Background: an optimization exercise with open tools, aiming at small area and a short achievable clock period. Do not read the settings as production practice.
In this exercise RTL edits were held to simulation tests only and were not proved equivalent to the original.
No activity file was given, so power comes from the tool's default toggle rates.

`flow/config.mk`:
```
export PLATFORM = sky130hd
export DESIGN_NAME = wlfc_fx
export DESIGN_NICKNAME = wlfc_fx
export VERILOG_FILES = /design/flow/design.v
export SDC_FILE = /design/flow/constraint.sdc
export NUM_CORES = 4
export LEC_CHECK = 0
export ABC_AREA = 1
export CAP_MARGIN = 20
export CORE_MARGIN = 2
export CORE_UTILIZATION = 40
export CTS_BUF_LIST = sky130_fd_sc_hd__clkbuf_8
export CTS_CLUSTER_SIZE = 25
export SETUP_SLACK_MARGIN = 2.9
export SLEW_MARGIN = 20
```
`flow/flow/run.sh`:
```
#!/bin/bash
# The standard layout (the standard.sh, ORFS synth to finish), except
# that the port buffers ORFS inserts on every input and output use the
# smallest buffer cell, sky130_fd_sc_hd__buf_1, instead of its default.
set -euo pipefail
cd "$(dirname "${BASH_SOURCE[0]}")/.."
bash standard.sh finish "BUFFER_PORTS_ARGS=-buffer_cell sky130_fd_sc_hd__buf_1" > standard_finish.log 2>&1
```
`flow/standard.sh`:
```
#!/bin/bash
# synth_recipe.tcl (not shown) runs the flow's synth.tcl, then flattens the netlist and writes it again
# the make line also repeats each setting of config.mk as NAME=value (left out here)
make -C /OpenROAD-flow-scripts/flow DESIGN_CONFIG=/design/flow/config.mk WORK_HOME=/design/flow/orfs CLKGATE_MAP_FILE= SYNTH_SCRIPT=/design/flow/synth_recipe.tcl "${@:-finish}"
```
`flow/design.v`:
```
module wlfc_fx (
    input  wire        clk,
    input  wire        rst,         
    input  wire        in_valid,
    input  wire [2:0]  in_op,       
    input  wire [63:0] in_a,
    output reg         out_valid,
    output reg  [63:0] out_data
);
    wire [31:0] w = in_a[31:0];
    wire        op_fl = in_op[2];                         
    wire        op_ff = ~in_op[2] & (in_op[1:0] == 2'd1);
    wire        op_in = ~in_op[2] & (in_op[1:0] == 2'd2);
    wire        op_fr = ~in_op[2] & (in_op[1:0] == 2'd3);
    wire [10:0] ff_e  = in_a[62:52];
    wire [41:0] ff_m  = {1'b1, in_a[51:11]};
    wire        ff_hi = ff_e[10];
    wire        ff_lo = ~ff_e[10] & (&ff_e[9:5]);
    wire [41:0] ff_a  = ff_hi ? ff_m : (ff_lo ? {32'd0, ff_m[41:32]} : 42'd0);
    wire [31:0] fl_x = {1'b0, w[30:0] ^ {31{w[31]}}};
    wire [15:0] v1;  wire [15:0] p1;
    wire [7:0]  v2;  wire [15:0] p2;
    wire [3:0]  v3;  wire [11:0] p3;
    wire [1:0]  v4;  wire [7:0]  p4;
    genvar g;
    generate
        for (g = 0; g < 16; g = g + 1) begin : l1
            assign v1[g] = fl_x[2*g+1] | fl_x[2*g];
            assign p1[g] = fl_x[2*g+1];
        end
        for (g = 0; g < 8; g = g + 1) begin : l2
            assign v2[g] = v1[2*g+1] | v1[2*g];
            assign p2[2*g+1 -: 2] = v1[2*g+1] ? {1'b1, p1[2*g+1]} : {1'b0, p1[2*g]};
        end
        for (g = 0; g < 4; g = g + 1) begin : l3
            assign v3[g] = v2[2*g+1] | v2[2*g];
            assign p3[3*g+2 -: 3] = v2[2*g+1] ? {1'b1, p2[4*g+3 -: 2]} : {1'b0, p2[4*g+1 -: 2]};
        end
        for (g = 0; g < 2; g = g + 1) begin : l4
            assign v4[g] = v3[2*g+1] | v3[2*g];
            assign p4[4*g+3 -: 4] = v3[2*g+1] ? {1'b1, p3[6*g+5 -: 3]} : {1'b0, p3[6*g+2 -: 3]};
        end
    endgenerate
    wire [4:0]  fl_q  = v4[1] ? {1'b1, p4[7:4]} : {1'b0, p4[3:0]};
    wire        fl_xz = ~(v4[1] | v4[0]);
    wire        fl_n    = w[31];
    wire        fl_h16  = fl_n ? ~&w[30:16] : |w[30:16];
    wire        fl_h24  = fl_n ? ~&w[30:24] : |w[30:24];
    wire        fl_h8   = fl_n ? ~&w[15:8]  : |w[15:8];
    wire [1:0]  fl_q43  = {fl_h16, fl_h16 ? fl_h24 : fl_h8};
    reg [63:0] sa;
    reg [4:0]  ss;
    always @(*) begin
        if (op_fl) begin
            sa = {w[30:0], 33'd0};
            ss = {fl_q43, fl_q[2:0]};
        end else if (op_ff) begin
            sa = {22'd0, ff_a};
            ss = ~ff_e[4:0];
        end else begin
            sa = {w[30:16], {8{w[31] & ~op_fr}}, w[31:8] & {24{~op_fr}},
                  w[7] & ~op_in, w[6:0], 9'd0};
            ss = {op_in, op_fr, 3'd0};
        end
    end
    wire [47:0] sh16 = ss[4] ? sa[63:16]  : sa[47:0];
    wire [39:0] sh8  = ss[3] ? sh16[47:8] : sh16[39:0];
    reg        r1_v;
    reg        r1_fl;     
    reg        r1_ng;     
    reg [4:0]  r1_q;
    reg        r1_xz;
    reg [2:0]  r1_s;
    reg [39:0] r1_d;
    always @(posedge clk) begin
        if (rst)
            r1_v <= 1'b0;
        else
            r1_v <= in_valid;
        r1_fl <= op_fl;
        r1_ng <= op_fl ? w[31] : (op_ff & in_a[63]);
        r1_q  <= fl_q;
        r1_xz <= fl_xz;
        r1_s  <= ss[2:0];
        r1_d  <= sh8;
    end
    wire [35:0] sh4 = r1_s[2] ? r1_d[39:4] : r1_d[35:0];
    wire [33:0] sh2 = r1_s[1] ? sh4[35:2]  : sh4[33:0];
    wire [32:0] sh  = r1_s[0] ? sh2[33:1]  : sh2[32:0];
    wire [30:0] n_in = {sh[32:9], sh[8:2] & {7{r1_fl}}};
    wire [30:0] po0 = n_in;
    wire [30:0] po1, po2, po3, po4, po5;
    genvar b;
    generate
        for (b = 0; b < 31; b = b + 1) begin : pfx
            assign po1[b] = (b % 2  >= 1)  ? po0[b] | po0[b - (b % 2)  + 0] : po0[b];
            assign po2[b] = (b % 4  >= 2)  ? po1[b] | po1[b - (b % 4)  + 1] : po1[b];
            assign po3[b] = (b % 8  >= 4)  ? po2[b] | po2[b - (b % 8)  + 3] : po2[b];
            assign po4[b] = (b % 16 >= 8)  ? po3[b] | po3[b - (b % 16) + 7] : po3[b];
            assign po5[b] = (b % 32 >= 16) ? po4[b] | po4[b - (b % 32) + 15] : po4[b];
        end
    endgenerate
    wire [30:0] n_out = n_in ^ ({po5[29:0], 1'b0} & {31{r1_ng}});
    wire [8:0]  rnd   = {1'b0, sh[8:1]} + {8'd0, sh[0]};
    wire        fl_p2 = r1_ng & ~r1_xz & ~|sh[32:2];     
    wire        fl_z  = r1_xz & ~r1_ng;                  
    wire [10:0] fl_e0 = 11'd1015 + {6'd0, r1_q};
    wire [10:0] fl_e1 = 11'd1016 + {6'd0, r1_q};
    wire [10:0] fl_e  = fl_z ? 11'd0 : (fl_p2 ? fl_e1 : fl_e0);
    reg        r2_fl;
    reg        r2_ng;
    reg [30:0] r2_n;      
    reg [10:0] r2_x;      
    always @(posedge clk) begin
        if (rst)
            out_valid <= 1'b0;
        else
            out_valid <= r1_v;
        r2_fl <= r1_fl;
        r2_ng <= r1_ng;
        r2_n  <= n_out;
        r2_x  <= r1_fl ? fl_e : {2'd0, rnd};
    end
    always @(*) begin
        if (r2_fl)
            out_data = {r2_ng, r2_x, r2_n, 21'd0};
        else
            out_data = {32'd0, r2_n[30:7], 8'h00} | {55'd0, r2_x[8:0]};
    end
endmodule
```
`flow/constraint.sdc`:
```
create_clock -name core_clock -period 5.5 [get_ports {clk}]
set_input_delay 1.1000 -clock core_clock [delete_from_list [all_inputs] [get_ports {clk}]]
set_output_delay 1.1000 -clock core_clock [all_outputs]
set_load 0.01 [all_outputs]
```
==> summary.txt, run 1 <==
Drt
  • Final ANT Viol Nets: 0
  • DR iter-0 viols: between 600 and 700
  • Drt via density: just over 5
  • Vias: slightly below 9k
  • WL/cell: roughly 15 um
  • DRC Markers: 0
  • Wirelength, routed: around 25000 um
  • Initial DRT Pass Iterations: 5

GRT
  • Largest net degree at the start of global routing: 40
  • First-pass GRT wire length: 39470 um
  • Vias in the first global route: 7682
  • Initial antenna violation count: 0
  • Overflow after GRT: 0
  • All-Layer GR Usage: 0.2431

Clocking
  • Max clock buf depth: 2
  • Reg clk slew, reported paths: about 0.1 ns
  • H-tree depth: 3
  • CTS root buffer: clkbuf_8
  • Clock Latency Late Sink: 0.39 ns
  • TritonCTS Buffers: 9
  • Sink Count: a little under 100
  • CTS tree: done

Die
  • CORE AREA: 19270 sq um
  • Starting Density: 0.4040
  • Die area: 20590 sq um
  • Die width: approximately 140 um
  • Rows: around 50
  • Top-Level Pins: 135
  • Die Y: roughly 140 um

Timing
  • Final hold viol count: 0
  • Final setup fails: 0
  • Max-slew headroom: 0.5440
  • RSZ-0062 raised after global routing: yes
  • Final worst-path cycle share: 0.4606
  • Peak Freq: slightly below 400 MHz
  • Clock period minus worst slack: approximately 2.5 ns
  • Worst Skew: about 0.016 ns
  • Worst slew pin tran: around 0.68 ns
  • Setup_tns: 0 ns
  • Final Max Tran Viols: 0

Placement
  • HPWL after DPL: 19170 um
  • Routability congestion estimate: around 1.0
  • I/O Buffers: 134

Worst hold path
  • Hold_sp: r1_v
  • HP Class: reg -> reg
  • Hold-critical path depth: 2
  • Hold Path End: out_valid

Setup path
  • Critical R2R Launch: r1_s[2]
  • WS Path Type: in -> reg
  • Max FO, Critical Path: 23
  • Worst setup SP type: input pin
  • Crit path DAT: between 2 and 3 ns
  • Worst Setup End Kind: flip-flop
  • R2r setup slk: 3.10 ns
  • R2R depth: 15
  • Worst EP required: ~5.8 ns
  • Worst reg2reg endpoint: r2_n[29]

Synthesis
  • Syn nets: about 1.4k
  • Ys async rst share: 0
  • Area share of the largest cell type after synthesis: 0.2705
  • Post-synthesis sequential element count: 97
  • Most common cell in the synthesized netlist: nand2_1
  • Post-synth EDFFs: 0
  • Commonest cells post-synth: nand2_1 (561), inv_1 (121), nand3_1 (113)
  • Post-synthesis cell area: just under 8000 sq um
  • Avg Cell Area, Syn: ~5.8 sq um
  • Library cells used by synthesis: between 50 and 60
  • Synth area leaders: nand2_1 (27%), dfxtp_1 (25%), nand3_1 (7.3%), o21ai_0 (6.6%), inv_1 (5.8%)
  • Top FF cell, synth: dfxtp_1
  • Synth area leader: nand2_1
  • Yosys warnings: 1
  • Post-synthesis cell count: between 1k and 1.5k
  • Post-synthesis sequential area ratio: 0.2494

Pwr
  • Peak supply drop: about 0.00011 V
  • Pleak: roughly 0.0045 uW
  • Pwr per Cell Area: about 250 nW/um^2

Flow run
  • Max Cap Violations: 0

Outcome
  • Outcome: timing/DRC/antenna clean

Cells and area
  • Layout cells sized above 1: 0.1103
  • Area delta synth->final: 15.98%
  • Final nets: approximately 1.5k
  • Number of diodes: 0
  • Final core occ: 0.4685
## cells in the final DEF (no fill, tap or decap), drive strengths merged, types with 6 or more instances in the layout
master,synthesis,layout
ha,6,6
nand3,122,122
nand3b,11,11
nor2,86,86
nand2,587,587
clkbuf,21,18
a21oi,46,46
xor2,13,13
nor3,10,10
dfxtp,97,97
clkinvlp,0,6
buf,48,157
mux2,8,8
o22ai,10,10
o21ai,108,109
inv,129,127
## per-layer routing
| metal | up-vias | track usage | share of wire |
|---|---|---|---|
| li1 | 4481 | - | - |
| met1 | 3830 | 0.3150 | 0.44 |
| met2 | 347 | 0.4050 | 0.46 |
| met3 | 67 | 0.02932 | 0.056 |
| met4 | 0 | 0.1094 | 0.039 |
| met5 | - | 0 | 0 |
## worst max path at each step
stage / startpoint / endpoint / slack (ns) / cells past startpoint
6_report: in_a[22] / r1_d[6] / 2.97 / 12
5_1_grt: in_a[30] / r1_d[35] / 2.88 / 13
4_1_cts: in_a[24] / r1_d[27] / 2.90 / 13
3_5_place_dp: in_op[0] / r1_d[19] / 1.33 / 15
3_3_place_gp: in_op[0] / r1_d[19] / 1.40 / 15
2_1_floorplan: in_op[0] / r1_d[16] / 2.91 / 12
## repair_timing
| action | in CTS | in global routing |
|---|---|---|
| hold endpoints to repair | 0 | 0 |
| gates resized for setup | 50 | 56 |
| buffers inserted | 10 | 7 |
| pin swaps | 4 | 6 |
| endpoints found under the setup margin | 140 | 78 |
| hold buffers | 0 | 0 |
| cloned | 4 | 2 |
## where the power goes
group          total, uW  switching (uW)  leakage, uW  internal [uW]
clock                480             257     0.000103            223
sequential           879            64.4     0.000812            815
combinational        891             582      0.00359            310
## cell families after synthesis
family                   after synthesis  synth area share
AO/OA/AOI/OAI                        188            0.1356
buffers and inverters                198            0.1175
flip-flops                            97            0.2494
multiplexers                           8           0.01157
adder cells (fa/ha/maj)                6          0.009643
AND/OR/NAND/NOR                      828            0.4550
XOR/XNOR                              18           0.02122
## sequential cells by signal (all words and copies together), names as in the netlist
signal,count
r2_x,11
r2_n,31
r1_fl,1
r1_v,1
r1_d,40
r2_ng,1
r1_ng,1
r1_q,5
r2_fl,1
out_valid,1
r1_xz,1
r1_s,3
## area by class of cell
cell class / count / area, sq um
tap: 265 / 331.6
clock inverter: 6 / 65.06
multi-input combinational: 1049 / 5042
timing repair inverter: 3 / 20.02
sequential: 97 / 1947
timing repair buffer: 165 / 948.4
inverter: 129 / 536.8
fill: 2181 / 10240
clock buffer: 10 / 137.6
## through the flow
stage	instances	hold slack [ns]	setup slack (ns)	area, sq um	power, uW
after global placement	1685	0.3905	1.399	8283	1713
after floorplan	1343	0.3883	2.910	7785	1498
after global routing	1724	0.4422	2.880	9029	2419
after CTS	1715	0.4142	2.898	8781	2233
after detailed placement	1685	0.3973	1.327	8283	1717
final	1724	0.4095	2.967	9029	2251
## critical path, stage by stage
cell	delay, ns
buf_1	0.19
inv_1	0.17
nand2_1	0.10
nand2_1	0.09
nor2_4	0.20
nand2_1	0.15
o21bai_2	0.22
a21oi_4	0.09
buf_12	0.14
buf_12	0.15
nand2_1	0.07
nand2_1	0.10
==> inputs of run 2 (changes only) <==
--- a/flow/config.mk
+++ b/flow/config.mk
@@ -10,6 +10,5 @@
 export CORE_MARGIN = 2
 export CORE_UTILIZATION = 40
 export CTS_BUF_LIST = sky130_fd_sc_hd__clkbuf_8
-export CTS_CLUSTER_SIZE = 25
 export SETUP_SLACK_MARGIN = 2.9
 export SLEW_MARGIN = 20
==> summary.txt, run 2 <==
Die
  • Die width: 143.5 um
  • CORE AREA: roughly 19000 sq um
  • Die area: just over 20000 sq um
  • Top-Level Pins: 135
  • Die Y: 143.5 um
  • Rows: 51
  • Starting Density: 0.4040

Clocking
  • Clock Latency Late Sink: a little under 0.4 ns
  • Reg clk slew, reported paths: about 0.1 ns
  • Sink Count: between 90 and 100
  • TritonCTS Buffers: 9
  • CTS tree: done
  • Max clock buf depth: 2
  • H-tree depth: 3
  • Cts hold-fix bufs: 0
  • CTS root buffer: clkbuf_8

Placement
  • Placed Cells: 1685
  • HPWL after DPL: 19170 um
  • I/O Buffers: 134
  • Pre-CTS WS: between 1 and 1.5 ns
  • Routability congestion estimate: 1.010

Cells and area
  • Largest reg by FF count: r1_d
  • Largest registers: r1_d (40), r2_n (31), r2_x (11)
  • Layout cells sized above 1: 0.1103
  • Commonest non-fill, non-tap cell in the layout: nand2_1
  • Final cell count without fillers: approximately 1.7k
  • Final core occ: 0.4685
  • Max reg flops: 40
  • Number of diodes: 0
  • Most frequent cells in the layout: nand2_1 (558), buf_1 (119), inv_1 (114)
  • Area delta synth->final: 15.98%
  • Final nets: ~1.5k

Setup path
  • Worst reg2reg endpoint: r2_n[29]
  • Max FO, Critical Path: 23
  • WS Path Type: in -> reg
  • Crit path DAT: about 2.8 ns
  • R2r setup slk: between 3 and 4 ns
  • R2R depth: 15
  • Worst setup SP type: input pin
  • Worst Setup End Kind: flip-flop
  • Worst EP required: ~5.8 ns
  • Critical Path Source: in_a[22]
  • Critical R2R Launch: r1_s[2]

Timing
  • Final setup fails: 0
  • Clock period minus worst slack: approximately 2.5 ns
  • RSZ-0062 raised after global routing: yes
  • Worst Skew: between 0.015 and 0.02 ns
  • Worst slew pin tran: 0.6803 ns
  • Max-slew headroom: 0.5440
  • Final worst setup slack: just under 3 ns
  • Setup_tns: 0 ns
  • Peak Freq: between 300 and 400 MHz
  • Final Max Tran Viols: 0
  • Final worst-path cycle share: 0.4606
  • Final hold viol count: 0

Synthesis
  • Post-synthesis sequential element count: just under 100
  • Post-synth EDFFs: 0
  • Ys async rst share: 0
  • Synth area leaders: nand2_1 (27%), dfxtp_1 (25%), nand3_1 (7.3%), o21ai_0 (6.6%), inv_1 (5.8%)
  • Post-synthesis sequential area ratio: 0.2494
  • Commonest cells post-synth: nand2_1 (561), inv_1 (121), nand3_1 (113)
  • Post-synthesis cell area: ~7800 sq um
  • Syn nets: ~1.4k
  • Area share of the largest cell type after synthesis: 0.2705
  • Top FF cell, synth: dfxtp_1
  • Avg Cell Area, Syn: slightly below 6 sq um
  • Post-synthesis cell count: between 1k and 1.5k
  • Library cells used by synthesis: 54
  • Yosys warnings: 1
  • Most common cell in the synthesized netlist: nand2_1
  • Synth area leader: nand2_1

Pwr
  • Pleak: 0.004503 uW
  • Combinational Power Share: 0.396
  • Peak supply drop: 0.0001096 V
  • Internal: 1348 uW
  • Reg power frac: 0.391
  • Tot Pwr: between 2000 and 2500 uW
  • Clock Power Share: 0.213
  • Sw Ratio: 0.4012
  • Pwr per Cell Area: 249.3 nW/um^2
  • Sw power: approximately 900 uW

Drt
  • WL/cell: 14.57 um
  • Drt via density: ~5.1
  • DR iter-0 viols: slightly below 700
  • Vias: 8725
  • DRC Markers: 0
  • Initial DRT Pass Iterations: 5
  • Wirelength, routed: about 25000 um
  • Final ANT Viol Nets: 0

GRT
  • Largest net degree at the start of global routing: 40
  • Vias in the first global route: 7682
  • First-pass GRT wire length: approximately 40000 um
  • Initial antenna violation count: 0
  • Overflow after GRT: 0
  • All-Layer GR Usage: 0.2431

Flow run
  • Max Cap Violations: 0

Worst hold path
  • Hold_sp: r1_v
  • HP Class: reg -> reg
  • Hold Path End: out_valid
  • Hold-critical path depth: 2

Outcome
  • Outcome: timing/DRC/antenna clean
-- run 2: repair_timing --
item	4_1_cts	5_1_grt
setup endpoints to repair	140	78
gates cloned	4	2
buffers inserted	10	7
pin swaps	4	6
resized for setup	50	56
-- run 2: metrics by stage --
| stage | hold slack (ns) | instance area, sq um |
|---|---|---|
| 2_1_floorplan | 0.3883 | 7785 |
| 3_3_place_gp | 0.3905 | 8283 |
| 3_5_place_dp | 0.3973 | 8283 |
| 4_1_cts | 0.4142 | 8781 |
| 5_1_grt | 0.4422 | 9029 |
| 6_report | 0.4095 | 9029 |
-- run 2: metal layers --
| metal | routed length, um | vias up | global-route usage |
|---|---|---|---|
| met1 | 11170 | 3830 | 0.3150 |
| met2 | 11560 | 347 | 0.4050 |
| met3 | 1408 | 67 | 0.02932 |
| met5 | 0 | - | 0 |
| li1 | - | 4481 | - |
| met4 | 973 | 0 | 0.1094 |
-- run 2: area by class of cell --
class | count | area, sq um
inverters | 129 | 536.8
multi-input cells | 1049 | 5042
flip-flops and latches | 97 | 1947
well taps | 265 | 331.6
repair inverters | 3 | 20.02
fillers | 2181 | 10240
repair buffers | 165 | 948.4
clock buffers | 10 | 137.6
clock inverters | 6 | 65.06
-- run 2: worst max-delay path by stage --
stage | to | slack (ns) | cells after the start
floorplan | r1_d[16] | 2.91 | 12
global placement | r1_d[19] | 1.40 | 15
detailed placement | r1_d[19] | 1.33 | 15
CTS | r1_d[27] | 2.90 | 13
global route | r1_d[35] | 2.88 | 13
finish | r1_d[6] | 2.97 | 12
-- run 2: power by group through the flow --
stage	Sequential, uW	Clock, uW	Combinational (uW)
floorplan	869	0	629
global placement	899	0	813
detailed placement	900	0	817
CTS	879	495	859
global route	892	521	1010
finish	879	480	891
-- run 2: kinds of logic (layout without fill, tap and decap cells) --
kind of cell / Yosys count / count (layout) / share of synthesized area
and+or+nand+nor: 828 / 828 / 0.4550
AOI/OAI and AO/OA: 188 / 189 / 0.1356
xor gates and xnor gates: 18 / 18 / 0.02122
muxes: 8 / 8 / 0.01157
adders and majority gates: 6 / 6 / 0.009643
buffers and inverters: 198 / 313 / 0.1175
DFF: 97 / 97 / 0.2494
-- run 2: worst max-delay path, stage by stage --
cell	delay, ns
buf_1	0.19
inv_1	0.17
nand2_1	0.10
nand2_1	0.09
nor2_4	0.20
nand2_1	0.15
o21bai_2	0.22
a21oi_4	0.09
buf_12	0.14
buf_12	0.15
nand2_1	0.07
nand2_1	0.10
==> inputs of run 3 (changes only) <==
--- a/flow/design.v
+++ b/flow/design.v
@@ -43,17 +43,12 @@
     endgenerate
     wire [4:0]  fl_q  = v4[1] ? {1'b1, p4[7:4]} : {1'b0, p4[3:0]};
     wire        fl_xz = ~(v4[1] | v4[0]);
-    wire        fl_n    = w[31];
-    wire        fl_h16  = fl_n ? ~&w[30:16] : |w[30:16];
-    wire        fl_h24  = fl_n ? ~&w[30:24] : |w[30:24];
-    wire        fl_h8   = fl_n ? ~&w[15:8]  : |w[15:8];
-    wire [1:0]  fl_q43  = {fl_h16, fl_h16 ? fl_h24 : fl_h8};
     reg [63:0] sa;
     reg [4:0]  ss;
     always @(*) begin
         if (op_fl) begin
             sa = {w[30:0], 33'd0};
-            ss = {fl_q43, fl_q[2:0]};
+            ss = fl_q;
         end else if (op_ff) begin
             sa = {22'd0, ff_a};
             ss = ~ff_e[4:0];
==> flow/flow/run.sh (replaced) <==
#!/bin/bash
# The standard layout (the standard.sh, ORFS synth to finish), except
# that the port buffers ORFS inserts on every input and output use the
# smallest buffer cell, sky130_fd_sc_hd__buf_1, instead of its default,
# and that ORFS's power recovery (downsizing of gates off the critical
# paths after global routing) is on.
set -euo pipefail
cd "$(dirname "${BASH_SOURCE[0]}")/.."
bash standard.sh finish "BUFFER_PORTS_ARGS=-buffer_cell sky130_fd_sc_hd__buf_1" \
    "RECOVER_POWER=100" > standard_finish.log 2>&1
--- a/flow/config.mk
+++ b/flow/config.mk
@@ -9,6 +9,5 @@
 export CAP_MARGIN = 20
 export CORE_MARGIN = 2
 export CORE_UTILIZATION = 40
-export CTS_BUF_LIST = sky130_fd_sc_hd__clkbuf_8
-export SETUP_SLACK_MARGIN = 2.9
+export SETUP_SLACK_MARGIN = 3.0
 export SLEW_MARGIN = 20
==> summary.txt, run 3 <==
Setup path
  • WS Path Type: in -> reg
  • Worst Setup End Kind: flip-flop
  • R2R depth: 14
  • Worst reg2reg endpoint: r2_x[6]
  • R2r setup slk: approximately 1.8 ns
  • Worst EP required: ~5.7 ns
  • Critical R2R Launch: r1_s[1]
  • Worst setup SP type: input pin
  • Max FO, Critical Path: 7
  • Crit path DAT: 4.05 ns

Timing
  • Final setup fails: 0
  • Final worst-path cycle share: 0.6935
  • Max-slew headroom: -0.1563
  • Final Max Tran Viols: 34
  • Worst Skew: 0.01219 ns
  • Worst slew pin tran: 1.734 ns
  • RSZ-0062 raised after global routing: yes
  • Setup_tns: 0 ns
  • Clock period minus worst slack: roughly 3.8 ns
  • Peak Freq: around 260 MHz
  • Final hold viol count: 0

Synthesis
  • Syn nets: 1420
  • Post-synth EDFFs: 0
  • Library cells used by synthesis: slightly below 50
  • Commonest cells post-synth: nand2_1 (537), inv_1 (133), nand3_1 (127)
  • Ys async rst share: 0
  • Post-synthesis sequential element count: between 90 and 100
  • Area share of the largest cell type after synthesis: 0.2571
  • Post-synthesis cell count: ~1.3k
  • Post-synthesis sequential area ratio: 0.2476
  • Top FF cell, synth: dfxtp_1
  • Avg Cell Area, Syn: 5.834 sq um
  • Most common cell in the synthesized netlist: nand2_1
  • Synth area leader: nand2_1
  • Post-synthesis cell area: between 7000 and 8000 sq um
  • Synth area leaders: nand2_1 (26%), dfxtp_1 (25%), nand3_1 (8.1%), inv_1 (6.4%), o21ai_0 (6.1%)
  • Yosys warnings: 1

Placement
  • Placed Cells: about 1.7k
  • Routability congestion estimate: ~1.1
  • HPWL after DPL: between 15000 and 20000 um
  • I/O Buffers: approximately 130

Drt
  • Vias: 9092
  • Wirelength, routed: 27220 um
  • Final ANT Viol Nets: 0
  • Drt via density: between 5 and 6
  • WL/cell: approximately 15 um
  • Initial DRT Pass Iterations: 5
  • DRC Markers: 0
  • DR iter-0 viols: 630

Die
  • Die width: about 140 um
  • Die Y: 144.0 um
  • Die area: 20740 sq um
  • Top-Level Pins: between 100 and 150
  • CORE AREA: 19330 sq um
  • Starting Density: 0.4056
  • Rows: between 50 and 60

Clocking
  • H-tree depth: 3
  • CTS root buffer: clkbuf_16
  • Clock Latency Late Sink: 0.35 ns
  • Sink Count: 97
  • TritonCTS Buffers: 9
  • CTS tree: done
  • Reg clk slew, reported paths: 0.06 ns
  • Max clock buf depth: 2

Cells and area
  • Final cell count without fillers: 1762
  • Final core occ: 0.4953
  • Layout cells sized above 1: 0.1436
  • Final nets: 1569
  • Fill cells: approximately 2.1k
  • Number of diodes: 0
  • Area occupied by registers: 1949 sq um
  • Area delta synth->final: 22.13%
  • Multi-input gate area: between 5000 and 6000 sq um
  • Max reg flops: 40
  • Most frequent cells in the layout: nand2_1 (529), inv_1 (126), nand3_1 (123)
  • Commonest non-fill, non-tap cell in the layout: nand2_1
  • Largest registers: r1_d (40), r2_n (31), r2_x (11)
  • Largest reg by FF count: r1_d

Pwr
  • Peak supply drop: between 0.0001 and 0.00015 V
  • Tot Pwr: approximately 2500 uW
  • Pwr per Cell Area: ~260 nW/um^2
  • Pleak: 0.004724 uW

GRT
  • First-pass GRT wire length: around 40000 um
  • Vias in the first global route: around 7.9k
  • Initial antenna violation count: 0
  • Largest net degree at the start of global routing: 48
  • All-Layer GR Usage: 0.2470
  • Overflow after GRT: 0

Worst hold path
  • Hold-critical path depth: 2
  • Hold_sp: r1_v
  • Hold Path End: out_valid
  • HP Class: reg -> reg

Outcome
  • SO Viols: capacitance limit, slew limit
  • Outcome: finished with violations

Flow run
  • Max Cap Violations: 1
==> run 3: cell type report <==
type	instances	area share
repair buffers	200	0.1252
well taps	265	0.03462
inverters	149	0.06663
clock buffers	10	0.02495
multi-input cells	1032	0.5371
clock inverters	5	0.004181
repair inverters	4	0.003789
flip-flops and latches	97	0.2036
==> run 3: critical path, stage by stage <==
cell	delay, ns
clkbuf_1	0.47
clkinvlp_2	0.41
o21ai_0	0.16
nand2_1	0.07
nor2_1	0.17
nand2_4	0.07
nor2_1	0.23
nand2_4	0.05
nand2_1	0.46
buf_8	0.19
clkbuf_1	0.36
o21ai_1	0.14
nand2_1	0.09
o21ai_1	0.06
==> run 3: per-stage QoR <==
step           worst slack, ns  area (sq um)  hold slack (ns)
2_1_floorplan            2.866          7939           0.3290
4_1_cts                  2.977          9186           0.4073
3_5_place_dp             1.673          8393           0.3969
5_1_grt                  1.479          9577           0.4290
6_report                 1.686          9577           0.4054
3_3_place_gp             1.742          8393           0.3903
==> run 3: where the power goes <==
group | switching [uW] | internal, uW | leakage, uW
combinational | 655 | 353 | 0.00378
clock | 266 | 319 | 0.000128
sequential | 68.2 | 819 | 0.000811
total | 989 | 1490 | 0.00472
==> run 3: cell families (layout without fill, tap and decap cells) <==
logic type / after synthesis / in the layout / synth area share
muxes: 8 / 8 / 0.01149
adders and majority gates: 6 / 6 / 0.009574
DFF: 97 / 97 / 0.2476
AOI/OAI and AO/OA: 197 / 197 / 0.1430
xor gates and xnor gates: 21 / 21 / 0.02633
and+or+nand+nor: 799 / 800 / 0.4371
buffers and inverters: 216 / 368 / 0.1249
==> run 3: worst max-delay path by stage <==
| stage | startpoint | to | slack, ns | cells after the start |
|---|---|---|---|---|
| after floorplan | in_a[31] | r1_d[39] | 2.87 | 13 |
| after global placement | in_a[31] | r1_d[1] | 1.74 | 13 |
| after detailed placement | in_a[31] | r1_d[36] | 1.67 | 14 |
| after CTS | in_a[31] | r1_d[3] | 2.98 | 12 |
| after global routing | in_a[31] | r1_d[4] | 1.48 | 14 |
| final | in_a[31] | r1_d[5] | 1.69 | 14 |
==> run 3: what timing repair did <==
action / CTS / global route
gates cloned: 6 / 10
hold buffers: 0 / 0
buffers inserted: 21 / 25
pin swaps: 9 / 23
setup endpoints to repair: 149 / 108
gates resized for setup: 64 / 99
==> run 3: per-layer routing <==
metal / vias up / wire, um / track usage
met1: 4038 / 11760 / 0.3185
met3: 77 / 1676 / 0.02947
met2: 392 / 12540 / 0.4150
li1: 4585 / - / -
met4: 0 / 1246 / 0.1094
met5: - / 0 / 0

port drivers added, routing unchanged:
How much do the figures lean on ideal ports? The routed layouts below were timed once more, with nothing changed but the port constraints. Step 1: set_driving_cell puts a clkbuf_16 on clk and a buf_2 on each other input, an assumption about the parent block. Step 2 moves the port delays by t, midway between the first and last clock arrival at a register: inputs arrive t later, outputs are due t later. That takes back most of the time a late clock gives input paths. a / b / c = ideal ports / drivers / drivers and shift; a / b = the first two.
run | t (ns) | setup WS [ns] | worst setup path after step 2 | latest minus earliest clock arrival (ns) | slew at the worst register clock pin (ns)
run 1 | 0.421 | 2.967 / 2.974 / 2.553 | input to register | 0.016 / 0.016 | 0.10 / 0.10
run 2 | 0.421 | 2.967 / 2.974 / 2.553 | input to register | 0.016 / 0.016 | 0.10 / 0.10
run 3 | 0.388 | 1.686 / 1.633 / 1.245 | input to register | 0.012 / 0.012 | 0.07 / 0.07
For run 3, which loses most, drivers alone change the setup slack by -0.053 ns; drivers and shift together by -0.441 ns.
